This is an optimization exercise on Yosys and OpenROAD, whose aim is small area, a short achievable clock period and few clock cycles per item, not a production implementation.
Function was not checked in any run shown here: the RTL went through the layout flow alone.
No activity file was given, so power comes from the tool's default toggle rates.

## flow/config.mk

```make
export PLATFORM = sky130hd
export DESIGN_NAME = m3p_rle
export DESIGN_NICKNAME = m3p_rle
export VERILOG_FILES = /design/flow/design.v
export SDC_FILE = /design/flow/constraint.sdc
export NUM_CORES = 4
export LEC_CHECK = 0
export CAP_MARGIN = 20
export CORE_MARGIN = 2
export CORE_UTILIZATION = 40
export SLEW_MARGIN = 20
```

## flow/constraint.sdc

```tcl
create_clock -name core_clock -period 12.0 [get_ports {clk}]
set_input_delay 2.4000 -clock core_clock [delete_from_list [all_inputs] [get_ports {clk}]]
set_output_delay 2.4000 -clock core_clock [all_outputs]
set_load 0.01 [all_outputs]
```

## flow/design.v

```verilog
module m3p_rle (
    input  wire        clk,
    input  wire        rst,         
    input  wire        start,       
    input  wire [1:0]  op,          
    input  wire [15:0] width,       
    input  wire [15:0] src_len,     
    output reg  [1:0]  status,      
    output reg  [1:0]  errcode,     
    output reg  [15:0] dst_len,
    output reg         src_re,
    output reg  [15:0] src_addr,
    input  wire [7:0]  src_rdata,
    output reg         dst_we,
    output reg  [15:0] dst_waddr,
    output reg  [7:0]  dst_wdata,
    output reg         dst_re,
    output reg  [15:0] dst_raddr,
    input  wire [7:0]  dst_rdata
);
    localparam ST_IDLE = 2'd0, ST_BUSY = 2'd1, ST_DONE = 2'd2, ST_ERROR = 2'd3;
    localparam OP_PREDICT = 2'd0, OP_UNPREDICT = 2'd1, OP_ENCODE = 2'd2, OP_DECODE = 2'd3;
    localparam ERR_NONE = 2'd0, ERR_INVARG = 2'd1, ERR_MALFORMED = 2'd2;
    localparam M_ZC = 2'd0,    
               M_ZF = 2'd1,    
               M_LC = 2'd2,    
               M_LD = 2'd3;    
    wire busy = (status == ST_BUSY);
    wire acc  = !busy && start;           
    reg  init;                            
    reg  bad_w;                           
    wire fpm_i = !op[1] && !op[0] && width[15:1] != 15'd0 &&
                 (!src_len[15] || src_len[14:0] == 15'd0);
    reg [1:0]  opq;
    reg [15:0] ip;         
    reg        imore;      
    reg [16:0] na;         
    reg [7:0]  xq, nq;     
    reg        xz, nz;     
    reg        cv, nv;     
    reg        rv;         
    reg [1:0]  prime;      
    reg [7:0]  kw;         
    reg [1:0]  md;
    reg        zw;         
    reg        fin_q;      
    reg        ph;         
    reg        fpm;        
    reg [1:0]  fp;         
    reg        isd, capd;  
    reg        wide;       
    reg        isx, isn, nok_i;    
    reg        cap_x, cap_n, nok_c;    
    reg        v2, v3;
    reg [7:0]  aq, dq;     
    reg [7:0]  x2, n2, nw2, wv;
    reg        cn;         
    wire is_pred = (opq == OP_PREDICT);
    wire is_unp  = (opq == OP_UNPREDICT);
    wire is_enc  = (opq == OP_ENCODE);
    wire filt    = !opq[1];
    wire fb      = busy && filt && !init;
    wire cb      = busy && !filt && !init;
    wire [15:0] ip_inc = ip + 16'd1;
    wire [16:0] na_inc = na + 17'd1;
    wire f_empty = !src_re && !cap_n && !v2 && !v3;
    wire dx = fb && imore &&                                         
              (is_pred ? (fpm ? (fp != 2'd2) : !ph) : (wide || f_empty));
    wire dn_s = fb && is_pred && (fpm ? (fp == 2'd2) : ph);           
    wire dn_d = is_unp ? dx : (dx && fpm && fp == 2'd0);             
    wire dn   = dn_s || dn_d;
    wire f_done = fb && !imore && !ph && !(fpm && fp == 2'd2) &&
                  !src_re && !cap_x && !cap_n && !v2 && !v3;
    wire nok_n = !na_inc[16] && (na_inc[15] || !fpm);
    wire cpy   = fb && fpm && (fp == 2'd2);
    wire [15:0] cpy_addr = {1'b1, width[0] ? dst_len[14:0] : {src_addr[14:1], 1'b0}};
    wire [7:0]  cpy_data = width[0] ? xq : src_rdata;
    wire       c1   = (wv >= n2);        
    wire       c2   = (wv >= nw2);       
    wire       selw = (c1 && c2 && cn) || (!c1 && !c2 && !cn);
    wire       seln = (!c1 && c2 && cn) || (c1 && !c2 && !cn);
    function [7:0] addsub;
        input [7:0] a, b;
        input       s;
        reg   [8:0] t;
        begin
            t = {a, 1'b1} + {b ^ {8{s}}, s};
            addsub = t[8:1];
        end
    endfunction
    wire [8:0] nmnw = {1'b0, nq} - {1'b0, n2};    
    wire [7:0] xw   = addsub(x2, wv, is_pred);
    wire [7:0] dw   = addsub(dq, wv, is_pred);
    wire [7:0] fres = selw ? xw : (seln ? aq : dw);
    wire       nx_nz   = !nv || !nz;
    wire       k_max   = (kw == 8'd255);
    wire       k_lt254 = (kw[7:1] != 7'h7f);
    wire       k_one   = (kw == 8'd1);
    wire       k_two   = (kw == 8'd2);
    wire       x_one   = (xq == 8'd1);
    wire       z_cont  = cv && xz && !k_max;
    wire       l_cont  = cv && ((!xz && !k_max) || (nx_nz && k_lt254));
    wire       lit1    = !xz || nx_nz;
    wire [7:0] kw_pm   = kw + {{7{!is_enc}}, 1'b1};    
    reg        p_adv, p_we, p_wslot, p_fin, p_err;
    reg [1:0]  p_wd;       
    always @(*) begin
        p_adv = 1'b0; p_we = 1'b0; p_wslot = 1'b0; p_fin = 1'b0; p_err = 1'b0;
        p_wd  = 2'd0;
        if (is_enc) begin
            if (!md[0]) begin
                if (z_cont) begin
                    p_adv = 1'b1; p_we = 1'b1; p_wslot = 1'b1; p_wd = 2'd2;
                end else if (!zw) begin
                    p_we = 1'b1; p_wslot = 1'b1; p_wd = 2'd1;
                end else if (!cv) begin
                    p_fin = 1'b1;
                end else if (lit1) begin
                    p_adv = 1'b1; p_we = 1'b1;
                end
            end else begin
                if (l_cont) begin
                    p_adv = 1'b1; p_we = 1'b1;
                end else begin
                    p_we = 1'b1; p_wslot = 1'b1; p_wd = 2'd1;
                    if (!cv) p_fin = 1'b1;
                    else if (xz) p_adv = 1'b1;
                end
            end
        end else begin
            case (md)
                M_ZC: begin
                    if (!cv) begin
                        p_err = 1'b1;
                    end else begin
                        p_adv = 1'b1;
                        p_we  = !xz; p_wd = 2'd3;
                        if ((xz || x_one) && !nv) p_fin = 1'b1;
                    end
                end
                M_ZF: begin
                    p_we = 1'b1; p_wd = 2'd3;
                    if (k_two && !cv) p_fin = 1'b1;
                end
                M_LC: begin
                    p_adv = 1'b1;
                    if (xz && !nv) p_fin = 1'b1;
                end
                default: begin  
                    if (!cv) begin
                        p_err = 1'b1;
                    end else begin
                        p_adv = 1'b1; p_we = 1'b1;
                        if (k_one && !nv) p_fin = 1'b1;
                    end
                end
            endcase
        end
    end
    wire go   = cb && !fin_q && (prime == 2'd0);
    wire act  = go && (!p_adv || rv);
    wire adv  = cb && ((prime != 2'd0) ? rv : (act && p_adv));
    wire lost = rv && !adv;               
    always @(posedge clk) begin
        if (rst)
            init <= 1'b0;
        else
            init <= acc;
    end
    always @(posedge clk) begin
        if (rst) begin
            status  <= ST_IDLE;
            errcode <= ERR_NONE;
        end else if (acc) begin
            status  <= ST_BUSY;
            errcode <= ERR_NONE;
        end else if (init && bad_w) begin
            status  <= ST_ERROR;
            errcode <= ERR_INVARG;
        end else if (f_done || (cb && fin_q)) begin
            status  <= ST_DONE;
        end else if (act && p_err) begin
            status  <= ST_ERROR;
            errcode <= ERR_MALFORMED;
        end
    end
    wire dl_ldna = act && is_enc && !md[0] && !z_cont && zw && !cv;
    wire dl_inc1 = (fb && v3) ||
                   (act && ((is_enc && !md[0] && !zw) ||
                            (is_enc && !md[0] && !z_cont && cv && lit1) ||
                            (is_enc && md[0] && (l_cont || cv)) ||
                            (!is_enc && p_we)));
    always @(posedge clk) begin
        if (rst)
            dst_len <= 16'd0;
        else if ((act && p_err) || (init && bad_w))
            dst_len <= 16'd0;
        else if (init)
            dst_len <= {15'd0, is_enc};
        else if (dl_ldna)
            dst_len <= na_inc[15:0];
        else if (dl_inc1)
            dst_len <= dst_len + 16'd1;
    end
    wire na_ldlen = act && is_enc && md[0] && !l_cont && cv;
    wire na_inc_e = dn || (act && is_enc && !md[0] && !z_cont && zw && cv);
    always @(posedge clk) begin
        if (init)
            na <= opq[1] ? 17'd0 : fpm ? {width[15], width[15], ~width[14:0]} : {1'b1, ~width};
        else if (na_ldlen)
            na <= {1'b0, dst_len};
        else if (na_inc_e)
            na <= na_inc;
    end
    wire ip_en = dx || (adv && imore);
    always @(posedge clk) begin
        if (init) begin
            ip    <= 16'd0;
            imore <= (src_len != 16'd0);
        end else if (ip_en) begin
            ip    <= ip_inc;
            imore <= (ip_inc != src_len);
        end
    end
    always @(posedge clk) begin
        if (rst) begin
            src_re <= 1'b0;
        end else if (init) begin
            src_re <= opq[1];
        end else if (fb) begin
            src_re <= dx || dn_s;
        end else begin
            src_re <= cb && !fin_q;
        end
    end
    always @(posedge clk) begin
        if (init)
            src_addr <= 16'd0;
        else if (fb) begin
            if (dx)
                src_addr <= ip;
            else if (dn_s)
                src_addr <= {na_inc[15] && !fpm, na_inc[14:0]};
        end else
            src_addr <= lost ? ip : src_addr + 16'd1;
    end
    always @(posedge clk) begin
        if (rst)
            dst_re <= 1'b0;
        else
            dst_re <= dn_d && nok_n;
    end
    always @(*) dst_raddr = na[15:0];
    always @(posedge clk) begin
        if (rst)
            dst_we <= 1'b0;
        else
            dst_we <= (fb && (v3 || cpy)) || (act && p_we);
    end
    always @(posedge clk) begin
        if (cpy) begin
            dst_waddr <= cpy_addr;
            dst_wdata <= cpy_data;
        end else if (fb) begin
            dst_waddr <= dst_len;
            dst_wdata <= fres;
        end else begin
            dst_waddr <= p_wslot ? na[15:0] : dst_len;
            case (p_wd)
                2'd0: dst_wdata <= xq;
                2'd1: dst_wdata <= kw;
                2'd2: dst_wdata <= kw_pm;
                default: dst_wdata <= 8'd0;
            endcase
        end
    end
    always @(posedge clk) begin
        if (!busy) begin
            opq   <= op;
            bad_w <= !op[1] && (width == 16'd0);
            wide  <= (width[15:3] != 13'd0) || (width[2] && width[1:0] != 2'd0);
            fpm   <= fpm_i;
        end
    end
    always @(posedge clk) begin
        if (init) begin
            ph    <= 1'b0;
            fp    <= 2'd0;
            isx   <= 1'b0;
            isn   <= 1'b0;
            cap_x <= 1'b0;
            cap_n <= 1'b0;
            v2    <= 1'b0;
            v3    <= 1'b0;
        end else begin
            if (is_pred && fb && !fpm) ph <= dx;
            if (fpm && fb && (dx || dn_s)) fp <= (fp == 2'd2) ? 2'd0 : fp + 2'd1;
            isx   <= dx;
            isn   <= dn;
            cap_x <= isx;
            cap_n <= isn;
            v2    <= cap_n;
            v3    <= v2;
        end
        if (dn) begin
            nok_i <= nok_n;
            isd   <= dn_d;
        end
        nok_c <= nok_i;
        capd  <= isd;
    end
    always @(posedge clk) begin
        aq  <= addsub(xq, nq, is_pred);
        dq  <= addsub(xq, nmnw[7:0], is_pred);
        cn  <= !nmnw[8];
        x2  <= xq;
        n2  <= nq;
        nw2 <= n2;
    end
    always @(posedge clk) begin
        if (init)
            wv <= 8'd0;
        else if (fb && v3)
            wv <= is_pred ? x2 : fres;
    end
    always @(posedge clk) begin
        if (init) begin
            nq    <= 8'd0;
            cv    <= 1'b0;
            nv    <= 1'b0;
            rv    <= 1'b0;
            prime <= 2'd2;
        end else if (fb) begin
            if (cap_x) xq <= src_rdata;
            if (cap_n) nq <= nok_c ? (capd ? dst_rdata : src_rdata) : 8'd0;
        end else begin
            rv <= !lost;
            if (adv) begin
                xq <= nq;
                xz <= nz;
                cv <= nv;
                nq <= src_rdata;
                nz <= (src_rdata == 8'd0);
                nv <= imore;
                if (prime != 2'd0) prime <= prime - 2'd1;
            end
        end
    end
    always @(posedge clk) begin
        if (init) begin
            kw    <= 8'd0;
            md    <= 2'd0;
            zw    <= 1'b0;
            fin_q <= 1'b0;
        end else if (act) begin
            if (p_fin) fin_q <= 1'b1;
            if (is_enc) begin
                if (!md[0]) begin
                    if (z_cont) begin
                        kw <= kw_pm;
                        zw <= 1'b1;
                    end else if (!zw) begin
                        zw <= 1'b1;
                    end else if (cv) begin
                        md <= 2'd1;
                        kw <= {7'd0, lit1};
                    end
                end else begin
                    if (l_cont) begin
                        kw <= kw_pm;
                    end else if (cv) begin
                        md <= 2'd0;
                        zw <= 1'b0;
                        kw <= {7'd0, xz};
                    end
                end
            end else begin
                case (md)
                    M_ZC: begin
                        kw <= xq;
                        md <= (xz || x_one) ? M_LC : M_ZF;
                    end
                    M_ZF: begin
                        kw <= kw_pm;
                        if (k_two) md <= M_LC;
                    end
                    M_LC: begin
                        kw <= xq;
                        md <= xz ? M_ZC : M_LD;
                    end
                    default: begin
                        kw <= kw_pm;
                        if (k_one) md <= M_ZC;
                    end
                endcase
            end
        end
    end
endmodule
```

## flow/flow/run.sh

```bash
#!/bin/bash
# The standard layout, with timing repair aimed at a shorter period than the
# clock's: repair_timing works until the setup slack is at least SETUP_SLACK_MARGIN.
# The SDC (clock period, I/O delays) is unchanged.
set -euo pipefail
bash standard.sh SETUP_SLACK_MARGIN=8.5 finish > standard_flow.log 2>&1
```

## flow/standard.sh

```bash
#!/bin/bash
# synth_recipe.tcl (not shown) runs the flow's synth.tcl, then flattens the netlist and writes it again
# the make line also repeats each setting of config.mk as NAME=value (left out here)
make -C /OpenROAD-flow-scripts/flow DESIGN_CONFIG=/design/flow/config.mk WORK_HOME=/design/flow/orfs CLKGATE_MAP_FILE= SYNTH_SCRIPT=/design/flow/synth_recipe.tcl "${@:-finish}"
```

==> impl_metrics.tcl, run 1 <==
set metrics [dict create \
    status "no timing/DRC/antenna violations" \
    rsz0062_at_grt "true" \
    grt_pass1_vias 11340 \
    slew_viol_final 0 \
    die_area_um2 33320 \
    cts_buffers 17 \
    worstSetupPathType "in2reg" \
    post-dp-hpwl_um 29770 \
    antenna_found_initial 1 \
    first_pass_iters 6 \
    synth_edf_count 35 \
    coreArea_um2 31470 \
    drt_iter0_markers 1140 \
    grt_max_degree 65 \
    leakage_uw 0.006081 \
    crit_path_max_fanout 2 \
    clock_latency_ps 450 \
    root_buffer "clkbuf_16" \
    p_sw_uw 1034 \
    cap_viol_max_count 0 \
    finalSetupTns_ps 0 \
    nets 1738 \
    swShare 0.3919 \
    yosysWarnings 1 \
    fin_util 0.4859 \
    clock_path_buffers 2 \
    final_cell_mix "nand2_1, dfxtp_1, nor2_1, o21ai_0, a21oi_1" \
    clockPowerShare 0.217 \
    tightestPinTransition_ps 949.9 \
    fp.dieW_um 182.5 \
    comb_power_share 0.436 \
    setup_violations 0 \
    pin_count 132 \
    worst_slack_ps 8318 \
    ctsHoldBuffers 0 \
    clock-skew-final_ps 11.03 \
    start_kind "primary input" \
    max-slew-margin-rel 0.3668 \
    place_area_um2 14160 \
    grt_usage 0.2464 \
    max_freq_ghz 0.2716 \
    die_h_um 182.5 \
    routed_wl_um 41850 \
    arrival_ps 3890 \
    dp_slack_ps 7164 \
    synthArstFlopShare 0 \
    cts_tree "built" \
    synth-main-ff-cell "dfxtp_1" \
    hold_viol 0 \
    gp_congestion 0.8912 \
    port_buffers 131 \
    start_util 0.4051 \
    irDropWorstVdd_v 0.0001186 \
    synth_seq_cells 200 \
    p_int_uw 1604 \
    finalCritPeriodShare 0.3068 \
    synth_cells 1497 \
    synth_area_um2 12750 \
    cts_sinks 200 \
    viasPerCell 5.900 \
    worst_setup_path_end_kind "flip-flop" \
    drive_gt1_frac 0.1738 \
    seq_area_frac_synth 0.3415 \
    num_rows 65 \
    fin_crit_ps 3682 \
    required_ps 12210 \
    grt_pass1_wl_um 63860 \
    antennaDiodeCount 0 \
    wire_per_inst_um 20.62 \
    path_clk_slew_ps 80 \
    vias 11980 \
    syn_avg_cell_area_um2 8.517 \
    finalPower_uw 2638 \
    p_per_area_nw_per_um2 172.5 \
    htree_levels 4 \
    design_area_um2 15290 \
    yosysUniqueCellTypes 104 \
    final_common_cell "nand2_1" \
    gr-total-overflow 0 \
    hp-class "reg2reg" \
    drc 0 \
    synth_nets 1620 \
    syn_to_final_growth_pct 19.96 \
    pwr-share-seq 0.347 \
    ant_nets 0 \
]
[per-layer routing]
layer,track usage,vias up,wire (um)
li1,-,5681,-
met1,0.3143,5752,17920
met2,0.4248,466,20340
met3,0.03692,75,2367
met4,0.08452,2,1207
met5,0,-,11
[power by group through the flow]
stage	clock network [uW]	registers (uW)	logic (uW)
finish	573	916	1150
global route	609	928	1260
CTS	581	916	1130
detailed placement	0	943	1110
global placement	0	943	1090
floorplan	0	890	865
[kinds of logic after synthesis]
logic type / count (synthesis) / share of synthesized area
XOR/XNOR: 114 / 0.07831
adder cells (fa/ha/maj): 70 / 0.06987
multiplexers: 33 / 0.02650
flip-flops: 200 / 0.3415
AND/OR/NAND/NOR: 525 / 0.2073
AO/OA/AOI/OAI: 418 / 0.2263
buffers and inverters: 137 / 0.05024
[what timing repair did]
action | CTS | global route
endpoints found under the setup margin | 177 | 82
setup buffers | 33 | 23
gates cloned | 0 | 1
pin swaps | 17 | 11
gates resized for setup | 313 | 29
hold endpoints to repair | 0 | 0
[state kept, by name, summed over array words and instances, names as in the netlist, 2 cells and up]
signal,cells
opq,2
ip,16
prime,2
wv,8
aq,8
na,17
x2,8
xq,8
md,2
dst_wdata,8
fp,2
nw2,8
n2,8
dst_len,16
errcode,2
dq,8
status,2
src_addr,16
nq,8
kw,8
dst_waddr,16
[critical path, stage by stage]
cell and delay, ps:
clkdlybuf4s15_2 190, xnor2_1 120, or4_1 540, nor4_2 270, o2111ai_2 190, a21oi_2 130
nor2_1 50
[cells in the mapped netlist, types with 5 or more instances]
cell / instances / area share
a21oi_1: 85 / 0.033
a221oi_1: 14 / 0.0096
o31a_1: 6 / 0.0041
clkbuf_1: 47 / 0.014
nor3b_1: 12 / 0.0071
and3_1: 22 / 0.011
a211oi_1: 19 / 0.011
dfxtp_1: 165 / 0.26
ha_1: 68 / 0.067
nand2_1: 162 / 0.048
buf_2: 20 / 0.0079
inv_1: 38 / 0.011
and4_1: 6 / 0.0041
nor4_1: 12 / 0.0059
o221ai_1: 5 / 0.0034
a311oi_1: 6 / 0.0041
a211oi_2: 10 / 0.0098
nand3_1: 45 / 0.018
o21ai_0: 90 / 0.035
nor2b_1: 14 / 0.0069
o211ai_1: 14 / 0.0082
nand4_1: 13 / 0.0064
nor3_1: 25 / 0.0098
or3_1: 14 / 0.0069
buf_1: 8 / 0.0024
xnor2_1: 80 / 0.055
nor2_1: 123 / 0.036
nand2b_1: 21 / 0.010
buf_4: 18 / 0.011
and2_1: 5 / 0.0025
xor2_1: 34 / 0.023
or2_2: 5 / 0.0025
a21o_1: 21 / 0.012
edfxtp_1: 35 / 0.082
o21ai_1: 13 / 0.0051
mux2i_1: 27 / 0.021
a22oi_1: 33 / 0.019
o21a_1: 9 / 0.0053
o22ai_1: 23 / 0.011
a211o_1: 6 / 0.0041
nand3b_1: 13 / 0.0077
a31oi_1: 15 / 0.0074
[final timing paths]
kind,start,to,slack (ps),cells after the start
worst max-delay path,src_len[0],imore,8320,7
worst max register to register,opq[0],dst_wdata[6],8680,13
worst min register to register,isd,capd,350,0
worst min-delay path,isd,capd,350,0
[metrics by stage]
stage / hold WS, ps / std cells
floorplan: 323.3 / 1497
global placement: 334.5 / 1941
detailed placement: 333.7 / 1941
CTS: 347.9 / 2006
global route: 356.0 / 2030
finish: 351.1 / 2030
[final cells by class]
class,count,area [um2]
Tap cell,402,503.0
Sequential cell,200,4484
Fill cell,3056,16180
Inverter,40,153.9
Multi-Input combinational cell,1161,7924
Clock buffer,17,425.4
Clock inverter,15,138.9
Timing Repair Buffer,195,1665
==> inputs of run 2 (changes only) <==
==> flow/flow/run.sh (replaced) <==
#!/bin/bash
# The standard layout with two changes of method, none of the constraints:
#  - every port still gets its own buffer, but a plain buf_1 (repair may size it)
#    instead of the delay-cell buffer buffer_ports picks by default;
#  - timing repair works until the setup slack is at least SETUP_SLACK_MARGIN,
#    i.e. it aims at a shorter period than the clock's (the SDC is unchanged).
set -euo pipefail
export BUFFER_PORTS_ARGS="-buffer_cell sky130_fd_sc_hd__buf_1"
bash standard.sh SETUP_SLACK_MARGIN=8.5 finish > standard_flow.log 2>&1
==> impl_metrics.tcl, run 2 <==
set metrics [dict create \
    synthTopCellsByCount "dfxtp_1, nand2_1, nor2_1, o21ai_0, a21oi_1" \
    first_pass_iters 6 \
    whs_ps 343.8 \
    drc 0 \
    worst-path-buf-inv 1 \
    hold_viol 0 \
    syn_avg_cell_area_um2 8.517 \
    clock_latency_ps 450 \
    max-slew-margin-rel 0.3117 \
    drt_iter0_markers 1092 \
    num_rows 65 \
    cp_top_family "simple AND/OR/NAND/NOR gates" \
    cap_viol_max_count 0 \
    post-dp-hpwl_um 29120 \
    grt_pass1_vias 11040 \
    yosysTopAreaCell "dfxtp_1" \
    coreArea_um2 31470 \
    synth_area_um2 12750 \
    hp-class "reg2reg" \
    worstPathCellList "buf_1 > xor2_1 > xnor2_1 > or4_1 > nor4_1 > o2111ai_1 > a21oi_1 > nor2_1" \
    max_flop_register "na" \
    status "no timing/DRC/antenna violations" \
    final_cell_mix "nand2_1, dfxtp_1, buf_1, nor2_1, o21ai_0" \
    slowest_stage "or4_1" \
    drive_gt1_frac 0.1066 \
    finalPower_uw 2594 \
    final_common_cell "nand2_1" \
    wire_per_inst_um 19.96 \
    viasPerCell 5.879 \
    start_util 0.4051 \
    leakage_uw 0.005408 \
    die_area_um2 33320 \
    gp_congestion 0.9004 \
    max_freq_ghz 0.2757 \
    syn_to_final_growth_pct 11.38 \
    antennaDiodeCount 0 \
    ant_nets 0 \
    clock-skew-final_ps 11.62 \
    grt_max_degree 61 \
    nets 1704 \
    synth_seq_cells 200 \
    synth_top_cells_by_area "dfxtp_1, edfxtp_1, ha_1" \
    path_clk_slew_ps 80 \
    p_per_area_nw_per_um2 182.7 \
    largest_reg_flops 17 \
    die_h_um 182.5 \
    worst_setup_path_end_kind "flip-flop" \
    crit_path_max_fanout 2 \
    clock_path_buffers 2 \
    routed_wl_um 39840 \
    htree_levels 4 \
    finalSetupTns_ps 0 \
    vias 11740 \
    fp.dieW_um 182.5 \
    yosys.cell_count.top_type "dfxtp_1" \
    cts_buffers 17 \
    synth-main-ff-cell "dfxtp_1" \
    port_buffers 131 \
    cts_tree "built" \
    start_kind "primary input" \
    rsz0062_at_grt "true" \
    fillers 3150 \
    required_ps 12210 \
    slew_viol_final 0 \
    fin_crit_ps 3627 \
    worstSetupPathType "in2reg" \
    synth_edf_count 35 \
    antenna_found_initial 0 \
    pin_count 132 \
    arrival_ps 3840 \
    grt_usage 0.2382 \
    tightestPinTransition_ps 1031 \
    yosysUniqueCellTypes 104 \
    yosysWarnings 1 \
    synth_nets 1620 \
    netlist.area_leader.share 0.2591 \
    finalCritPeriodShare 0.3022 \
    cts_sinks 200 \
    synthArstFlopShare 0 \
    gr-total-overflow 0 \
    root_buffer "clkbuf_16" \
    irDropWorstVdd_v 0.0001053 \
    critPathMaxStageDelay_ps 400 \
    setup_violations 0 \
    seq_area_frac_synth 0.3415 \
    synth_cells 1497 \
    grt_pass1_wl_um 62240 \
]
## run 2: cell counts after synthesis
Identical to the previous run, type by type.
## run 2: path summary, 6_finish.rpt
check              from           end  slack (ps)  cells after the start
max          src_len[5]         imore        8370                      8
min               nok_i         nok_c         340                      0
max reg2reg      opq[1]  dst_wdata[6]        8660                     11
min reg2reg       nok_i         nok_c         340                      0
## run 2: worst register-to-register path, stage by stage (launching register included)
cell	delay, ps
edfxtp_1	470
or2_4	420
xnor2_1	230
ha_1	390
nor4bb_2	360
o21a_1	240
o31a_1	200
o32a_1	170
o211ai_1	90
a31oi_1	290
a21oi_1	140
a21oi_1	250
## run 2: area by class of cell
class	count	area, um2	area share
clock buffers	20	456.7	0.03216
clock inverters	12	115.1	0.008106
inverters	40	150.1	0.01057
multi-input cells	1160	7831	0.5515
flip-flops and latches	200	4407	0.3103
well taps	402	503.0	0.03542
repair buffers	162	738.2	0.05198
## run 2: layer usage
| layer | vias to the layer above | track usage | wire length (um) |
|---|---|---|---|
| li1 | 5617 | - | - |
| met1 | 5635 | 0.3108 | 17240 |
| met2 | 415 | 0.4053 | 19250 |
| met3 | 68 | 0.03233 | 2204 |
| met4 | 0 | 0.08000 | 1145 |
| met5 | - | 0 | 0 |
## run 2: logic make-up (layout without fill, tap and decap cells)
group / after synthesis / in the layout / synth area share
compound gates: 418 / 418 / 0.2263
simple gates: 525 / 525 / 0.2073
xor+xnor: 114 / 114 / 0.07831
mux: 33 / 33 / 0.02650
flops: 200 / 200 / 0.3415
fa+ha+maj: 70 / 70 / 0.06987
buf+inv: 137 / 234 / 0.05024
## run 2: timing repair
| item | 4_1_cts | 5_1_grt |
|---|---|---|
| pin swaps | 2 | 0 |
| hold buffers | 0 | 0 |
| resized for setup | 32 | 16 |
| setup endpoints to repair | 82 | 78 |
| setup buffers | 19 | 3 |
## run 2: metrics by stage
step / std cells / utilization / instance area, um2 / setup WS (ps)
2_1_floorplan: 1497 / - / 12760 / 8184
3_3_place_gp: 1942 / 0.4239 / 13340 / 7445
3_5_place_dp: 1942 / 0.4243 / 13350 / 7487
4_1_cts: 1993 / 0.4491 / 14140 / 8420
5_1_grt: 1996 / 0.4512 / 14200 / 8267
6_report: 1996 / 0.4512 / 14200 / 8373
## run 2: report_power, final
group          internal, uW  switching (uW)
Sequential              804             113
Clock                   301             278
Combinational           494             603
Total                  1600             995
==> inputs of run 3 (changes only) <==
--- a/flow/design.v
+++ b/flow/design.v
@@ -36,2 +36,3 @@
     reg        imore;      
+    reg [15:0] slen;       
     reg [16:0] na;         
@@ -218,6 +219,6 @@
             ip    <= 16'd0;
-            imore <= (src_len != 16'd0);
+            imore <= (slen != 16'd0);
         end else if (ip_en) begin
             ip    <= ip_inc;
-            imore <= (ip_inc != src_len);
+            imore <= (ip_inc != slen);
         end
@@ -276,2 +277,3 @@
     end
+    always @(posedge clk) slen <= src_len;
     always @(posedge clk) begin
==> impl_metrics.tcl, run 3 <==
set metrics [dict create \
    status "no timing/DRC/antenna violations" \
    worst_slack_ps 8430 \
    rsz0062_at_grt "true" \
    slew_viol_final 0 \
    yosysWarnings 1 \
    final_cell_mix "nand2_1, dfxtp_1, nor2_1, o21ai_0, a21oi_1" \
    start_util 0.4070 \
    max_flop_register "na" \
    syn_to_final_growth_pct 17.64 \
    arrival_ps 3810 \
    finalCritPeriodShare 0.2975 \
    synth_edf_count 35 \
    viasPerCell 5.821 \
    synth_top_family_by_area "compound AO/OA/AOI/OAI gates" \
    die_area_um2 33550 \
    antenna_found_initial 1 \
    synth_cells 1534 \
    num_rows 65 \
    coreArea_um2 31560 \
    worstSetupPathType "in2reg" \
    wire_per_inst_um 20.40 \
    synthArstFlopShare 0 \
    clock_latency_ps 530 \
    whs_ps 346.1 \
    vias 12190 \
    largest_reg_flops 17 \
    synth-compound-area-share 0.2138 \
    worstPathCellList "buf_1 > nor3_1 > nand4_1 > nor3_1 > a2111oi_2" \
    synth_area_um2 12840 \
    drt_iter0_markers 970 \
    gr-total-overflow 0 \
    crit_top_cell "nor3_1" \
    cp_top_family "simple AND/OR/NAND/NOR gates" \
    cap_viol_max_count 0 \
    final_common_cell "nand2_1" \
    clock_path_buffers 3 \
    worst_setup_path_end_kind "flip-flop" \
    hold_viol 0 \
    fin_util 0.4788 \
    drt-met1-wl_um 18170 \
    post-dp-hpwl_um 30620 \
    yosysTopAreaCell "dfxtp_1" \
    start_kind "primary input" \
    worst-path-buf-inv 1 \
    synthTopCellsByCount "dfxtp_1, nand2_1, nor2_1, o21ai_0, a21oi_1" \
    p_per_area_nw_per_um2 189.0 \
    top_layer "met5" \
    irDropWorstVdd_v 0.0001032 \
    antennaDiodeCount 0 \
    routed-wl-met3_um 2209 \
    fin_crit_ps 3570 \
    htree_levels 1 \
    cts_tree "built" \
    synth-adder-area-share 0.06937 \
    finalSetupTns_ps 0 \
    synth_seq_cells 216 \
    first_pass_iters 5 \
    syn_avg_cell_area_um2 8.372 \
    grt_pass1_wl_um 64850 \
    synth-main-ff-cell "dfxtp_1" \
    synth_top_cells_by_area "dfxtp_1, edfxtp_1, ha_1" \
    muxShareOfSynthArea 0.02270 \
    cts_buffers 24 \
    ant_nets 0 \
    setup_violations 0 \
    grt_pass1_vias 11440 \
    drive_gt1_frac 0.1370 \
    crit_path_max_fanout 2 \
    synth_nets 1657 \
    nets 1798 \
    dp_slack_ps 7488 \
    port_buffers 131 \
    gp_congestion 0.9115 \
    grt_max_degree 54 \
    required_ps 12240 \
    met2_length_um 20310 \
    ctsHoldBuffers 0 \
    max_freq_ghz 0.2801 \
    leakage_uw 0.006044 \
    pin_count 132 \
    clock-skew-final_ps 11.40 \
    seq_area_frac_synth 0.3640 \
    drc 0 \
    die_h_um 183.2 \
    path_clk_slew_ps 60 \
    synthXorXnorAreaFrac 0.07707 \
    hp-class "reg2reg" \
    max-slew-margin-rel 0.3712 \
    routed_wl_um 42740 \
    critPathMaxStageDelay_ps 550 \
    fp.dieW_um 183.2 \
    synthSimpleGateAreaFrac 0.2045 \
    yosysUniqueCellTypes 83 \
    cts_sinks 216 \
    netlist.area_leader.share 0.2822 \
    grt_usage 0.2473 \
    slowest_stage "nor3_1" \
    tightestPinTransition_ps 939.8 \
    root_buffer "clkbuf_16" \
]
-- run 3: layout make-up --
cell class	instances	area (um2)
Multi-Input combinational cell	1176	7640
Clock inverter	4	73.82
Inverter	54	207.7
Tap cell	402	503.0
Timing Repair Buffer	203	1146
Sequential cell	216	4796
Fill cell	3144	16450
Clock buffer	40	742.0
-- run 3: cell families after synthesis --
| group | after synthesis |
|---|---|
| flops | 216 |
| mux | 29 |
| fa+ha+maj | 70 |
| simple gates | 543 |
| compound gates | 420 |
| buf+inv | 143 |
| xor+xnor | 113 |
-- run 3: worst register-to-register path, stage by stage, from the launching register on --
cell and delay, ps:
dfxtp_2 480, clkinv_2 210, ha_1 440, mux2i_1 150, a32o_2 310, o31ai_4 390, nor4_2 140, buf_4 220
or3b_2 500, nor2_2 290, a32o_1 180
-- run 3: routing by layer --
layer | vias to the layer above | track usage
li1 | 5850 | -
met1 | 5772 | 0.3081
met2 | 454 | 0.4209
met3 | 116 | 0.03455
met4 | 2 | 0.1200
met5 | - | 0
-- run 3: final timing paths --
check           start         end  slack [ps]  cells after the start
max reg2reg     md[0]  dst_len[3]        8640                     10
max          width[6]         fpm        8430                      5
min             nok_i       nok_c         350                      0
min reg2reg     nok_i       nok_c         350                      0
-- run 3: timing repair --
action                                  CTS  global route
endpoints found under the hold margin     0             0
endpoints found under the setup margin  151            86
cloned                                    0             1
setup buffers                            26            34
pin swaps                                 3             3
resized for setup                        99            38
-- run 3: per-stage QoR --
stage / instances / total power [uW] / cell area [um2]
floorplan: 1534 / 1767 / 12840
global placement: 1990 / 2019 / 13530
detailed placement: 1990 / 2038 / 13530
CTS: 2060 / 2837 / 14760
global route: 2095 / 3032 / 15110
finish: 2095 / 2855 / 15110
-- run 3: power by group --
part / total, uW / leakage, uW / switching, uW / internal, uW
Combinational: 1100 / 0.00380 / 616 / 487
Clock: 768 / 0.000398 / 306 / 462
Sequential: 984 / 0.00184 / 123 / 860
Total: 2850 / 0.00604 / 1050 / 1810
==> inputs of run 4 (changes only) <==
--- a/flow/flow/run.sh
+++ b/flow/flow/run.sh
@@ -8,2 +8,2 @@
 export BUFFER_PORTS_ARGS="-buffer_cell sky130_fd_sc_hd__buf_1"
-bash standard.sh SETUP_SLACK_MARGIN=8.5 finish > standard_flow.log 2>&1
+bash standard.sh SETUP_SLACK_MARGIN=9 finish > standard_flow.log 2>&1
==> impl_metrics.tcl, run 4 <==
set metrics [dict create \
    cp_top_family "flip-flops" \
    fp.dieW_um 183.2 \
    grt_max_degree 73 \
    ant_nets 0 \
    worst_setup_path_end_kind "primary output" \
    reg2reg_depth 13 \
    fin_crit_ps 3541 \
    finalCritPeriodShare 0.2950 \
    slew_viol_final 0 \
    yosysTopAreaCell "dfxtp_1" \
    drt-met1-wl_um 18440 \
    top_layer "met4" \
    yosysWarnings 1 \
    synth_area_um2 12840 \
    r2r_slack_ps 8760 \
    cts_tree "built" \
    drc 0 \
    grt_pass1_wl_um 70170 \
    max_flop_register "na" \
    rsz0062_at_grt "true" \
    die_area_um2 33550 \
    largest_reg_flops 17 \
    path_depth 1 \
    worstSetupPathType "reg2out" \
    worst-path-buf-inv 1 \
    critPathMaxStageDelay_ps 440 \
    num_rows 65 \
    antennaDiodeCount 0 \
    hp-class "reg2reg" \
    grt_pass1_vias 12150 \
    worstPathCellList "clkbuf_2" \
    setup_violations 0 \
    final_cell_mix "nand2_1, buf_4, nor2_1, dfxtp_1, o21ai_0" \
    coreArea_um2 31560 \
    cts_buffers 25 \
    clock_latency_ps 540 \
    die_h_um 183.2 \
    synth_top_cells_by_area "dfxtp_1, edfxtp_1, ha_1" \
    irDropWorstVdd_v 0.0001147 \
    hold_viol 0 \
    slowest_stage "edfxtp_1" \
    post-dp-hpwl_um 30390 \
    grt_usage 0.2663 \
    netlist.area_leader.share 0.2822 \
    synth_edf_count 35 \
    met2_length_um 23220 \
    r2r-end "wv[6]" \
    p_per_area_nw_per_um2 185.5 \
    root_buffer "clkbuf_16" \
    routed_wl_um 47430 \
    ctsHoldBuffers 0 \
    yosysUniqueCellTypes 83 \
    start_kind "flip-flop" \
    final_common_cell "nand2_1" \
    synth_nets 1657 \
    nets 1886 \
    hold_depth 0 \
    fillers 2839 \
    tightestPinTransition_ps 986.6 \
    clock_path_buffers 3 \
    dp_cells 1988 \
    clock-skew-final_ps 13.85 \
    required_ps 9600 \
    instances_no_fill 2184 \
    synth_cells 1534 \
    start_util 0.4070 \
    synth-main-ff-cell "dfxtp_1" \
    max_freq_ghz 0.2824 \
    cts_sinks 216 \
    pin_count 132 \
    viasPerCell 5.999 \
    synthArstFlopShare 0 \
    path_clk_slew_ps 60 \
    leakage_uw 0.006966 \
    r2r-start "opq[1]" \
    finalSetupTns_ps 0 \
    arrival_ps 1140 \
    drt_iter0_markers 1168 \
    gr-total-overflow 0 \
    gp_congestion 0.8911 \
    syn_avg_cell_area_um2 8.372 \
    port_buffers 131 \
    routed-wl-met3_um 3374 \
    drive_gt1_frac 0.2761 \
    status "no timing/DRC/antenna violations" \
    hold_end "nw2[3]" \
    antenna_found_initial 0 \
    syn_to_final_growth_pct 34.07 \
    synthTopCellsByCount "dfxtp_1, nand2_1, nor2_1, o21ai_0, a21oi_1" \
    crit_path_max_fanout 2 \
    seq_area_frac_synth 0.3640 \
    synth_seq_cells 216 \
    max-slew-margin-rel 0.3422 \
    cap_viol_max_count 0 \
    wire_per_inst_um 21.72 \
    htree_levels 1 \
    hold_start "n2[3]" \
    vias 13100 \
    first_pass_iters 7 \
]
## run 4: cell counts after synthesis
No cell type changed its count.
## run 4: logic make-up after synthesis
family / Yosys count / share of synthesized area
flip-flops: 216 / 0.3640
XOR/XNOR: 113 / 0.07707
AO/OA/AOI/OAI: 420 / 0.2138
multiplexers: 29 / 0.02270
buffers and inverters: 143 / 0.04862
adder cells (fa/ha/maj): 70 / 0.06937
AND/OR/NAND/NOR: 543 / 0.2045
## run 4: worst max-delay path by stage
stage	start	end
global route	na[15]	dst_raddr[15]
global placement	rst	dst_len[5]
floorplan	opq[1]	wv[6]
CTS	na[15]	dst_raddr[15]
finish	na[15]	dst_raddr[15]
detailed placement	rst	dst_len[14]
## run 4: metal layers
metal  up-vias  track usage
li1       6057            -
met5         -            0
met4         0       0.1085
met1      6242       0.3285
met2       647       0.4683
met3       156      0.03535
## run 4: timing repair
item | in CTS | in global routing
cloned | 4 | 3
setup buffers | 85 | 58
setup endpoints to repair | 223 | 194
pin swaps | 29 | 49
resized for setup | 268 | 156
## run 4: report_power, final
group | switching (uW) | internal, uW
Clock | 328 | 501
Sequential | 128 | 864
Combinational | 724 | 648
Total | 1180 | 2010
## run 4: cell type report
class | instances | area, um2 | share of cell area
multi-input combinational | 1180 | 8424 | 0.4893
tap | 402 | 503.0 | 0.02921
clock buffer | 33 | 739.5 | 0.04295
clock inverter | 13 | 155.1 | 0.009011
sequential | 216 | 4862 | 0.2824
inverter | 54 | 217.7 | 0.01264
timing repair buffer | 286 | 2316 | 0.1345
## run 4: stage by stage
stage          setup WS (ps)  area, um2    util  total power [uW]  hold WS, ps
2_1_floorplan           8673      13120       -              1790        323.3
3_3_place_gp            8066      13680  0.4335              2042        334.7
3_5_place_dp            8021      13680  0.4335              2063        339.5
4_1_cts                 8455      16130  0.5111              3066        352.8
5_1_grt                 8446      17220  0.5456              3362        361.6
6_report                8459      17220  0.5456              3195        351.1
==> inputs of run 5 (changes only) <==
--- a/flow/design.v
+++ b/flow/design.v
@@ -36,3 +36,2 @@
     reg        imore;      
-    reg [15:0] slen;       
     reg [16:0] na;         
@@ -219,6 +218,6 @@
             ip    <= 16'd0;
-            imore <= (slen != 16'd0);
+            imore <= (src_len != 16'd0);
         end else if (ip_en) begin
             ip    <= ip_inc;
-            imore <= (ip_inc != slen);
+            imore <= (ip_inc != src_len);
         end
@@ -277,3 +276,2 @@
     end
-    always @(posedge clk) slen <= src_len;
     always @(posedge clk) begin
--- a/flow/flow/run.sh
+++ b/flow/flow/run.sh
@@ -8,2 +8,2 @@
 export BUFFER_PORTS_ARGS="-buffer_cell sky130_fd_sc_hd__buf_1"
-bash standard.sh SETUP_SLACK_MARGIN=9 finish > standard_flow.log 2>&1
+bash standard.sh SETUP_SLACK_MARGIN=8.3 finish > standard_flow.log 2>&1
==> impl_metrics.tcl, run 5 <==
set metrics [dict create \
    status "no timing/DRC/antenna violations" \
    gr-total-overflow 0 \
    p_per_area_nw_per_um2 184.3 \
    synth_edf_count 35 \
    synth_area_um2 12750 \
    pin_count 132 \
    required_ps 9600 \
    fillers 3138 \
    max-slew-margin-rel 0.3109 \
    drc 0 \
    grt_usage 0.2348 \
    yosysWarnings 1 \
    instances_no_fill 1978 \
    cts_buffers 17 \
    clock_path_buffers 2 \
    grt_max_degree 61 \
    path_clk_slew_ps 80 \
    synthSimpleGateAreaFrac 0.2073 \
    max_freq_ghz 0.2736 \
    synth_cells 1497 \
    reg2reg_depth 10 \
    r2r_slack_ps 8430 \
    clock-skew-final_ps 12.76 \
    max_flop_register "na" \
    muxShareOfSynthArea 0.02650 \
    finalCritPeriodShare 0.3046 \
    syn_to_final_growth_pct 9.804 \
    final_cell_mix "dfxtp_1, nand2_1, buf_1, nor2_1, o21ai_0" \
    htree_levels 4 \
    routed_wl_um 39280 \
    fp.dieW_um 182.5 \
    synth-adder-area-share 0.06987 \
    synthArstFlopShare 0 \
    cp_top_family "flip-flops" \
    grt_pass1_vias 10970 \
    path_depth 1 \
    worst-path-buf-inv 1 \
    cts_sinks 200 \
    cap_viol_max_count 0 \
    drive_gt1_frac 0.07297 \
    slew_viol_final 0 \
    finalSetupTns_ps 0 \
    num_rows 65 \
    port_buffers 131 \
    design_area_um2 14000 \
    synth_nets 1620 \
    seq_area_um2 4358 \
    largest_reg_flops 17 \
    netlist.area_leader.share 0.2591 \
    crit_path_start "na[0]" \
    arrival_ps 1260 \
    leakage_uw 0.005298 \
    grt_pass1_wl_um 61550 \
    coreArea_um2 31470 \
    place_area_um2 13350 \
    worst_setup_path_end_kind "primary output" \
    start_kind "flip-flop" \
    synthTopCellsByCount "dfxtp_1, nand2_1, nor2_1, o21ai_0, a21oi_1" \
    tightestPinTransition_ps 1033 \
    irDropWorstVdd_v 0.0001043 \
    gp_congestion 0.9004 \
    drt_iter0_markers 1120 \
    r2r-end "na[5]" \
    vias 11620 \
    worstPathCellList "buf_1" \
    synth_top_family_by_area "compound AO/OA/AOI/OAI gates" \
    worstSetupPathType "reg2out" \
    wire_per_inst_um 19.86 \
    die_area_um2 33320 \
    antennaDiodeCount 0 \
    yosysUniqueCellTypes 104 \
    root_buffer "clkbuf_16" \
    nets 1686 \
    first_pass_iters 5 \
    setup_violations 0 \
    fin_crit_ps 3655 \
    synth-main-ff-cell "dfxtp_1" \
    r2r-start "opq[0]" \
    die_h_um 182.5 \
    clock_latency_ps 450 \
    antenna_found_initial 0 \
    cts_tree "built" \
    slowest_stage "edfxtp_1" \
    syn_avg_cell_area_um2 8.517 \
    endpoint "dst_raddr[0]" \
    critPathMaxStageDelay_ps 610 \
    hp-class "reg2reg" \
    crit_path_max_fanout 8 \
    dp_cells 1942 \
    rsz0062_at_grt "true" \
    start_util 0.4051 \
    final_common_cell "dfxtp_1" \
    synth-compound-area-share 0.2263 \
    yosysTopAreaCell "dfxtp_1" \
    seq_area_frac_synth 0.3415 \
    post-dp-hpwl_um 29120 \
    multi_input_area_um2 7815 \
    synth_top_cells_by_area "dfxtp_1, edfxtp_1, ha_1" \
    yosys.cell_count.top_type "dfxtp_1" \
    synthXorXnorAreaFrac 0.07831 \
    hold_viol 0 \
    ant_nets 0 \
    viasPerCell 5.875 \
    synth_seq_cells 200 \
]
==> run 5: changes by cell type after synthesis, sizes merged, moves of 6 or more <==
cell | previous run | this run
a31oi | 11 | 17
dfxtp | 181 | 165
and3 | 16 | 23
o22ai | 33 | 23
nor3 | 45 | 27
a22oi | 25 | 33
a21oi | 92 | 85
nand2b | 12 | 21
buf | 40 | 50
inv | 53 | 39
nand2 | 181 | 162
==> run 5: what timing repair did <==
action / CTS / global route
resized for setup: 3 / 5
setup endpoints to repair: 38 / 33
pin swaps: 0 / 2
buffers inserted: 2 / 2
endpoints found under the hold margin: 0 / 0
hold buffers: 0 / 0
==> run 5: worst min-delay path by stage <==
stage / from / end / slack [ps] / depth (start not counted)
3_5_place_dp: nok_i / nok_c / 330 / 0
4_1_cts: nok_i / nok_c / 350 / 0
6_report: nok_i / nok_c / 340 / 0
3_3_place_gp: nok_i / nok_c / 330 / 0
5_1_grt: n2[4] / nw2[4] / 360 / 0
2_1_floorplan: isd / capd / 320 / 0
==> run 5: where the power goes <==
part	internal, uW	leakage [uW]	switching [uW]	total (uW)
Clock	301	0.000278	277	579
Combinational	486	0.00334	595	1080
Sequential	802	0.00168	118	920
==> run 5: kinds of logic after synthesis <==
family,after synthesis
AND/OR/NAND/NOR,525
AO/OA/AOI/OAI,418
flip-flops,200
buffers and inverters,137
XOR/XNOR,114
adder cells (fa/ha/maj),70
multiplexers,33
==> run 5: cell type report <==
cell class,count,share of cell area
multi-input cells,1160,0.5582
flip-flops and latches,200,0.3113
repair buffers,144,0.04299
well taps,402,0.03593
clock buffers,20,0.03262
inverters,40,0.01072
clock inverters,12,0.008222
==> run 5: routing by layer <==
metal / vias up / track usage / wire length [um]
li1: 5590 / - / -
met1: 5561 / 0.3067 / 17070
met2: 411 / 0.4020 / 19080
met3: 58 / 0.03113 / 2191
met4: 0 / 0.07387 / 942
met5: - / 0 / 0
==> run 5: per-stage QoR <==
step,hold WS [ps],utilization,worst slack (ps),total power [uW]
3_3_place_gp,330.7,0.4239,7445,1986
3_5_place_dp,328.8,0.4243,7487,2002
6_report,344.2,0.4448,8345,2580
5_1_grt,361.0,0.4448,8265,2754
4_1_cts,346.3,0.4436,8325,2584
2_1_floorplan,323.3,-,8184,1756
==> inputs of run 6 (changes only) <==
--- a/flow/config.mk
+++ b/flow/config.mk
@@ -9,3 +9,3 @@
 export CORE_MARGIN = 2
-export CORE_UTILIZATION = 40
+export CORE_UTILIZATION = 65
 export SLEW_MARGIN = 20
==> impl_metrics.tcl, run 6 <==
set metrics [dict create \
    drt_iter0_markers 1170 \
    drc 0 \
    viasPerCell 6.481 \
    yosysWarnings 1 \
    max_flop_register "na" \
    critPathMaxStageDelay_ps 610 \
    synth_edf_count 35 \
    nets 1687 \
    clock-skew-final_ps 11.52 \
    cts_sinks 200 \
    port_buffers 131 \
    yosys.cell_count.top_type "dfxtp_1" \
    met2_usage 0.5842 \
    grt_pass1_wl_um 58160 \
    coreArea_um2 19330 \
    path_clk_slew_ps 70 \
    slowest_stage "edfxtp_1" \
    met1_usage 0.4761 \
    synth_nets 1620 \
    max-slew-margin-rel 0.3288 \
    start_kind "flip-flop" \
    worst-path-buf-inv 1 \
    first_pass_iters 6 \
    antenna_found_initial 0 \
    cp_top_family "flip-flops" \
    hold_viol 0 \
    grt_pass1_vias 10820 \
    cts_buffers 17 \
    cap_viol_max_count 0 \
    synth_cells 1497 \
    r2r_slack_ps 8450 \
    syn_to_final_growth_pct 8.645 \
    max_freq_ghz 0.2732 \
    htree_levels 4 \
    ant_nets 0 \
    clock_latency_ps 460 \
    routed_wl_um 37550 \
    hp-class "reg2reg" \
    root_buffer "clkbuf_16" \
    final_common_cell "dfxtp_1" \
    largest_reg_flops 17 \
    netlist.area_leader.share 0.2591 \
    seq_area_frac_synth 0.3415 \
    rsz0062_at_grt "false" \
    antennaDiodeCount 0 \
    worstPathCellList "buf_1" \
    clock_path_buffers 2 \
    fin_crit_ps 3660 \
    synth_area_um2 12750 \
    tightestPinTransition_ps 1003 \
    crit_path_max_fanout 8 \
    syn_avg_cell_area_um2 8.517 \
    drive_gt1_frac 0.07736 \
    slew_viol_final 0 \
    synth_top_cells_by_area "dfxtp_1, edfxtp_1, ha_1" \
    required_ps 9600 \
    grt.busiest_layer "met2" \
    vias 11940 \
    synthTopCellsByCount "dfxtp_1, nand2_1, nor2_1, o21ai_0, a21oi_1" \
    instances_no_fill 1842 \
    arrival_ps 1260 \
    start_util 0.6594 \
    worst_setup_path_end_kind "primary output" \
    p_per_area_nw_per_um2 188.8 \
    die_h_um 144.1 \
    grt_max_degree 78 \
    leakage_uw 0.005314 \
    cts_tree "built" \
    gp_congestion 0.9189 \
    post-dp-hpwl_um 27260 \
    final_cell_mix "dfxtp_1, nand2_1, buf_1, nor2_1, o21ai_0" \
    gr-total-overflow 0 \
    synth-main-ff-cell "dfxtp_1" \
    wire_per_inst_um 20.38 \
    grt_usage 0.3638 \
    die_area_um2 20750 \
    yosysTopAreaCell "dfxtp_1" \
    fp.dieW_um 144.1 \
    finalCritPeriodShare 0.3050 \
    design_area_um2 13850 \
    synthArstFlopShare 0 \
    irDropWorstVdd_v 0.0001115 \
    dp_cells 1805 \
    finalSetupTns_ps 0 \
    synth_seq_cells 200 \
    fillers 1608 \
    met3_usage 0.06523 \
    yosysUniqueCellTypes 104 \
    worstSetupPathType "reg2out" \
    num_rows 51 \
    place_area_um2 13180 \
    setup_violations 0 \
    pin_count 132 \
    status "no timing/DRC/antenna violations" \
]
[run 6: power breakdown]
group | switching (uW) | internal, uW | total (uW)
clock | 285 | 283 | 568
sequential | 131 | 802 | 933
combinational | 624 | 490 | 1110
total | 1040 | 1580 | 2620
[run 6: worst paths after layout]
path	start	end	cells past startpoint
min reg2reg	nok_i	nok_c	0
max reg2reg	opq[1]	dst_wdata[7]	11
max	na[0]	dst_raddr[0]	1
min	nok_i	nok_c	0
[run 6: routing by layer]
metal / wire length, um / vias to the layer above
li1: - / 5590
met1: 15330 / 5574
met2: 17290 / 647
met3: 3103 / 127
met4: 1816 / 0
met5: 0 / -
[run 6: what timing repair did]
action                                  CTS  global route
pin swaps                                 0             4
hold buffers                              0             0
resized for setup                         4            10
endpoints found under the setup margin   53            39
setup buffers                             2             3
hold endpoints to repair                  0             0
[run 6: area by class of cell]
class	instances	area, um2	share of cell area
clock buffer	18	450.4	0.03252
clock inverter	14	111.4	0.008039
inverter	40	150.1	0.01084
multi-input combinational	1160	7833	0.5654
sequential	200	4358	0.3146
tap	265	331.6	0.02394
timing repair buffer	145	618.1	0.04462
[run 6: logic make-up (layout without fill, tap and decap cells)]
| group | after synthesis | after routing | share of synthesized area |
|---|---|---|---|
| muxes | 33 | 33 | 0.02650 |
| and+or+nand+nor | 525 | 525 | 0.2073 |
| xor gates and xnor gates | 114 | 114 | 0.07831 |
| adders and majority gates | 70 | 70 | 0.06987 |
| AOI/OAI and AO/OA | 418 | 418 | 0.2263 |
| buffers and inverters | 137 | 217 | 0.05024 |
| DFF | 200 | 200 | 0.3415 |
[run 6: per-stage QoR]
step	hold WS [ps]	total power, uW	setup slack, ps	util
2_1_floorplan	323.3	1756	8184	-
3_3_place_gp	331.8	2000	7397	0.6808
3_5_place_dp	326.9	2021	7573	0.6816
4_1_cts	343.7	2587	8352	0.7127
5_1_grt	360.6	2760	8298	0.7164
6_report	343.8	2615	8340	0.7164
==> inputs of run 7 (changes only) <==
--- a/flow/config.mk
+++ b/flow/config.mk
@@ -10,2 +10,4 @@
 export CORE_UTILIZATION = 65
+export CTS_BUF_LIST = sky130_fd_sc_hd__clkbuf_8
+export CTS_CLUSTER_SIZE = 30
 export SLEW_MARGIN = 20
==> impl_metrics.tcl, run 7 <==
set metrics [dict create \
    tightestPinTransition_ps 1052 \
    fin_util 0.7061 \
    crit_path_max_fanout 7 \
    r2r-start "opq[0]" \
    gp_congestion 0.9189 \
    setup_violations 0 \
    cts_sinks 200 \
    coreArea_um2 19330 \
    finalSetupTns_ps 0 \
    r2r_slack_ps 8400 \
    yosysTopAreaCell "dfxtp_1" \
    seq_area_frac_synth 0.3415 \
    syn_avg_cell_area_um2 8.517 \
    hp-class "reg2reg" \
    viasPerCell 6.438 \
    synthTopCellsByCount "dfxtp_1, nand2_1, nor2_1, o21ai_0, a21oi_1" \
    pin_count 132 \
    max_flop_register "na" \
    r2r-end "dst_wdata[7]" \
    grt_max_degree 78 \
    synth_nets 1620 \
    vias 11880 \
    port_buffers 131 \
    required_ps 9600 \
    reg2reg_depth 11 \
    fillers 1644 \
    clock_latency_ps 500 \
    hold_start "nok_i" \
    max-slew-margin-rel 0.2962 \
    synth_edf_count 35 \
    fin_crit_ps 3652 \
    first_pass_iters 6 \
    worstPathCellList "buf_1" \
    synth-main-ff-cell "dfxtp_1" \
    wire_per_inst_um 20.26 \
    die_h_um 144.1 \
    synth_top_cells_by_area "dfxtp_1, edfxtp_1, ha_1" \
    largest_reg_flops 17 \
    crit_path_start "src_addr[3]" \
    ant_nets 0 \
    final_common_cell "dfxtp_1" \
    cts_tree "built" \
    worstSetupPathType "reg2out" \
    endpoint "src_addr[3]" \
    yosys.cell_count.top_type "dfxtp_1" \
    path_depth 1 \
    worst-path-buf-inv 1 \
    p_per_area_nw_per_um2 181.7 \
    hold_viol 0 \
    finalCritPeriodShare 0.3043 \
    status "no timing/DRC/antenna violations" \
    die_area_um2 20750 \
    nets 1690 \
    synth_cells 1497 \
    start_kind "flip-flop" \
    yosysWarnings 1 \
    slew_viol_final 0 \
    antenna_found_initial 0 \
    irDropWorstVdd_v 0.0001094 \
    worst_setup_path_end_kind "primary output" \
    max_freq_ghz 0.2738 \
    cap_viol_max_count 0 \
    slowest_stage "dfxtp_1" \
    grt_usage 0.3608 \
    htree_levels 4 \
    synth_area_um2 12750 \
    gr-total-overflow 0 \
    root_buffer "clkbuf_8" \
    final_cell_mix "dfxtp_1, nand2_1, buf_1, nor2_1, o21ai_0" \
    num_rows 51 \
    post-dp-hpwl_um 27260 \
    cp_top_family "flip-flops" \
    antennaDiodeCount 0 \
    clock-skew-final_ps 17.53 \
    synthArstFlopShare 0 \
    grt_pass1_wl_um 57670 \
    drt_iter0_markers 1038 \
    syn_to_final_growth_pct 7.085 \
    netlist.area_leader.share 0.2591 \
    fp.dieW_um 144.1 \
    rsz0062_at_grt "false" \
    routed_wl_um 37370 \
    critPathMaxStageDelay_ps 570 \
    yosysUniqueCellTypes 104 \
    grt_pass1_vias 10800 \
    synth_seq_cells 200 \
    leakage_uw 0.005230 \
    path_clk_slew_ps 110 \
    start_util 0.6594 \
    clock_path_buffers 2 \
    drc 0 \
    arrival_ps 1250 \
    drive_gt1_frac 0.07595 \
    cts_buffers 17 \
]
## run 7: cell counts after synthesis
Identical to the previous run, type by type.
## run 7: power breakdown
| group | internal [uW] | total (uW) | switching (uW) |
|---|---|---|---|
| registers | 802 | 934 | 132 |
| clock network | 169 | 435 | 266 |
| logic | 490 | 1110 | 622 |
## run 7: what timing repair did
action | CTS | global route
hold endpoints to repair | 0 | 0
endpoints found under the setup margin | 53 | 27
hold buffers | 0 | 0
gates resized for setup | 4 | 4
buffers inserted | 2 | 6
## run 7: final cells by class
class / count / area (um2) / share of cell area
Clock buffer: 17 / 234.0 / 0.01714
Clock inverter: 15 / 141.4 / 0.01036
Inverter: 40 / 150.1 / 0.01100
Multi-Input combinational cell: 1160 / 7797 / 0.5711
Sequential cell: 200 / 4359 / 0.3193
Tap cell: 265 / 331.6 / 0.02429
Timing Repair Buffer: 148 / 639.4 / 0.04683
## run 7: kinds of logic after synthesis
| group | Yosys count | synth area share |
|---|---|---|
| simple gates | 525 | 0.2073 |
| compound gates | 418 | 0.2263 |
| flops | 200 | 0.3415 |
| buf+inv | 137 | 0.05024 |
| xor+xnor | 114 | 0.07831 |
| fa+ha+maj | 70 | 0.06987 |
| mux | 33 | 0.02650 |
## run 7: worst min-delay path by stage
stage / to / slack, ps / cells after the start
6_report: nok_c / 350 / 0
5_1_grt: nw2[2] / 370 / 0
4_1_cts: nok_c / 350 / 0
3_5_place_dp: nok_c / 330 / 0
3_3_place_gp: nok_c / 330 / 0
2_1_floorplan: capd / 320 / 0
## run 7: metal layers
| layer | up-vias | routed length, um | GRT usage |
|---|---|---|---|
| li1 | 5594 | - | - |
| met1 | 5583 | 15380 | 0.4708 |
| met2 | 603 | 17170 | 0.5747 |
| met3 | 99 | 3141 | 0.07517 |
| met4 | 0 | 1684 | 0.1692 |
| met5 | - | 0 | 0 |
## run 7: through the flow
stage	instance area [um2]	setup WS, ps	cells	hold slack [ps]	power (uW)
finish	13650	8348	1845	350.7	2481
global route	13650	8308	1845	365.4	2624
CTS	13590	8301	1839	350.4	2453
detailed placement	13180	7573	1805	326.9	2021
global placement	13160	7397	1804	331.8	2000
floorplan	12760	8184	1497	323.3	1756
==> inputs of run 8 (changes only) <==
--- a/flow/flow/run.sh
+++ b/flow/flow/run.sh
@@ -8,2 +8,2 @@
 export BUFFER_PORTS_ARGS="-buffer_cell sky130_fd_sc_hd__buf_1"
-bash standard.sh SETUP_SLACK_MARGIN=8.3 finish > standard_flow.log 2>&1
+bash standard.sh SETUP_SLACK_MARGIN=8.0 finish > standard_flow.log 2>&1
--- a/flow/config.mk
+++ b/flow/config.mk
@@ -9,5 +9,3 @@
 export CORE_MARGIN = 2
-export CORE_UTILIZATION = 65
-export CTS_BUF_LIST = sky130_fd_sc_hd__clkbuf_8
-export CTS_CLUSTER_SIZE = 30
+export CORE_UTILIZATION = 40
 export SLEW_MARGIN = 20
==> impl_metrics.tcl, run 8 <==
set metrics [dict create \
    max-slew-margin-rel 0.3016 \
    endpoint "imore" \
    irDropWorstVdd_v 0.0001200 \
    max_freq_ghz 0.2679 \
    final_cell_mix "dfxtp_1, nand2_1, buf_1, nor2_1, o21ai_0" \
    max_flop_register "na" \
    syn_to_final_growth_pct 9.411 \
    synth_edf_count 35 \
    viasPerCell 5.899 \
    hp-class "reg2reg" \
    synth-main-ff-cell "dfxtp_1" \
    yosys.cell_count.top_type "dfxtp_1" \
    r2r-start "md[0]" \
    synthTopCellsByCount "dfxtp_1, nand2_1, nor2_1, o21ai_0, a21oi_1" \
    yosysWarnings 1 \
    ant_nets 0 \
    cts_tree "built" \
    grt_usage 0.2383 \
    ctsHoldBuffers 0 \
    synth_area_um2 12750 \
    largest_reg_flops 17 \
    post-dp-hpwl_um 29050 \
    die_area_um2 33320 \
    clock_latency_ps 450 \
    path_clk_slew_ps 80 \
    die_h_um 182.5 \
    hold_depth 0 \
    leakage_uw 0.005283 \
    setup_violations 0 \
    wire_per_inst_um 20.08 \
    nets 1682 \
    num_rows 65 \
    routed_wl_um 39660 \
    grt_pass1_wl_um 62590 \
    required_ps 12200 \
    multi_input_area_um2 7786 \
    cts_buffers 17 \
    netlist.area_leader.share 0.2591 \
    fin_crit_ps 3733 \
    start_util 0.4051 \
    worstSetupPathType "in2reg" \
    critPathMaxStageDelay_ps 610 \
    first_pass_iters 5 \
    slowest_stage "or4b_2" \
    start_kind "primary input" \
    cts_sinks 200 \
    synth_cells 1497 \
    worst_setup_path_end_kind "flip-flop" \
    syn_avg_cell_area_um2 8.517 \
    fp.dieW_um 182.5 \
    clock_path_buffers 2 \
    grt_max_degree 70 \
    seq_area_frac_synth 0.3415 \
    synth_top_cells_by_area "dfxtp_1, edfxtp_1, ha_1" \
    synth_nets 1620 \
    antenna_found_initial 2 \
    seq_area_um2 4358 \
    yosysTopAreaCell "dfxtp_1" \
    p_per_area_nw_per_um2 187.2 \
    r2r_slack_ps 8390 \
    yosysUniqueCellTypes 104 \
    clock-skew-final_ps 19.22 \
    htree_levels 4 \
    vias 11650 \
    status "no timing/DRC/antenna violations" \
    fillers 3137 \
    crit_path_max_fanout 2 \
    worstPathCellList "buf_1 > xnor2_1 > or4b_2 > a211oi_1 > o2111ai_1 > a21oi_1 > nor2_1" \
    port_buffers 131 \
    finalCritPeriodShare 0.3111 \
    coreArea_um2 31470 \
    grt_pass1_vias 11140 \
    synthArstFlopShare 0 \
    drt_iter0_markers 942 \
    hold_start "nok_i" \
    drive_gt1_frac 0.06743 \
    cap_viol_max_count 0 \
    root_buffer "clkbuf_16" \
    crit_path_start "src_len[6]" \
    final_common_cell "dfxtp_1" \
    finalSetupTns_ps 0 \
    synth_seq_cells 200 \
    gp_congestion 0.9109 \
    pin_count 132 \
    slew_viol_final 0 \
    gr-total-overflow 0 \
    fin_util 0.4432 \
    rsz0062_at_grt "false" \
    reg2reg_depth 8 \
    hold_viol 0 \
    drc 0 \
    tightestPinTransition_ps 1044 \
    arrival_ps 3930 \
    r2r-end "na[14]" \
]
## run 8: changes by cell type in the layout (fill, tap and decap cells not counted), moves of 2 or more
| cell | delta |
|---|---|
| clkbuf_16 | +17 |
| clkbuf_8 | -17 |
| buf_4 | -6 |
| inv_8 | +2 |
## run 8: worst max-delay path, delay by kind of cell
| family | cells | cell delay [ps] |
|---|---|---|
| xor+xnor | 1 | 140 |
| simple gates | 2 | 670 |
| compound gates | 3 | 620 |
| buf+inv | 1 | 100 |
## run 8: worst min path at each step
stage	to	slack, ps
after floorplan	capd	320
after global placement	nok_c	330
after detailed placement	nok_c	330
after CTS	nok_c	350
after global routing	nok_c	350
final	nok_c	350
## run 8: cell type report
cell class,instances,share of cell area
Clock buffer,18,0.03077
Multi-Input combinational cell,1160,0.5582
Inverter,40,0.01076
Sequential cell,200,0.3124
Antenna cell,1,0.0001794
Clock inverter,14,0.01157
Tap cell,402,0.03606
Timing Repair Buffer,140,0.04009
## run 8: power by group
group	internal [uW]	switching, uW
combinational	484	593
sequential	802	124
clock	315	292
total	1600	1010
## run 8: what timing repair did
item	4_1_cts	5_1_grt
resized for setup	2	3
setup buffers	0	1
endpoints found under the setup margin	17	39
## run 8: logic make-up (layout without fill, tap and decap cells)
| logic type | after synthesis | after routing | synth area share |
|---|---|---|---|
| XOR/XNOR | 114 | 114 | 0.07831 |
| AND/OR/NAND/NOR | 525 | 525 | 0.2073 |
| buffers and inverters | 137 | 212 | 0.05024 |
| other | 0 | 1 | 0 |
| AO/OA/AOI/OAI | 418 | 418 | 0.2263 |
| multiplexers | 33 | 33 | 0.02650 |
| adder cells (fa/ha/maj) | 70 | 70 | 0.06987 |
| flip-flops | 200 | 200 | 0.3415 |
## run 8: per-stage QoR
step / hold WS, ps / instances / worst slack (ps) / total power (uW) / instance area [um2]
detailed placement: 327.8 / 1941 / 7583 / 2005 / 13330
floorplan: 323.3 / 1497 / 8107 / 1755 / 12750
CTS: 345.6 / 1973 / 8034 / 2611 / 13930
global placement: 331.2 / 1941 / 7306 / 1987 / 13330
global route: 350.8 / 1974 / 8109 / 2789 / 13950
finish: 345.8 / 1975 / 8267 / 2611 / 13950
## run 8: metal layers
layer  share of wire  vias to the layer above  track usage
met1            0.43                     5544       0.3093
met4           0.030                        2      0.08548
met2            0.47                      455       0.4015
met5         0.00033                        -            0
li1                -                     5570            -
met3           0.062                       80      0.03672

-- what the ideal ports hide --
Ports are ideal in the flow. The routed layouts listed here were re-timed in OpenROAD.
Step 1 sets driving cells, clkbuf_16 on the clock port and buf_2 on the other inputs (assumed; they add their load-dependent delay and slew).
Step 2 times the ports against the registers' clock, not the clock port: input delays grow and output delays shrink by t, the midpoint of the rising clock arrivals with the driver on.
a / b / c = no drivers / after step 1 / after step 2; a / b = the first two.
run | t (ns) | slack for setup (ns) | latest minus earliest clock arrival (ns) | worst register clock-pin slew, ns | worst data-port slew with drivers (ns)
run 1 | 0.495 | 8.318 / 8.346 / 7.851 | 0.012 / 0.012 | 0.08 / 0.08 | 0.06
run 2 | 0.493 | 8.373 / 8.402 / 7.909 | 0.013 / 0.014 | 0.08 / 0.08 | 0.06
run 3 | 0.583 | 8.430 / 8.400 / 7.878 | 0.012 / 0.012 | 0.06 / 0.06 | 0.09
run 4 | 0.581 | 8.459 / 8.408 / 8.260 | 0.014 / 0.014 | 0.06 / 0.06 | 0.09
run 5 | 0.490 | 8.345 / 8.296 / 7.924 | 0.015 / 0.015 | 0.08 / 0.08 | 0.06
run 6 | 0.502 | 8.340 / 8.289 / 7.877 | 0.013 / 0.013 | 0.08 / 0.08 | 0.06
run 7 | 0.532 | 8.348 / 8.302 / 7.862 | 0.019 / 0.019 | 0.12 / 0.12 | 0.06
run 8 | 0.497 | 8.267 / 8.293 / 7.803 | 0.021 / 0.021 | 0.09 / 0.09 | 0.09
After both steps setup and hold are still met in every run listed. The setup slack of run 3, which loses most, moves by -0.030 ns with the drivers and by -0.552 ns with both steps.
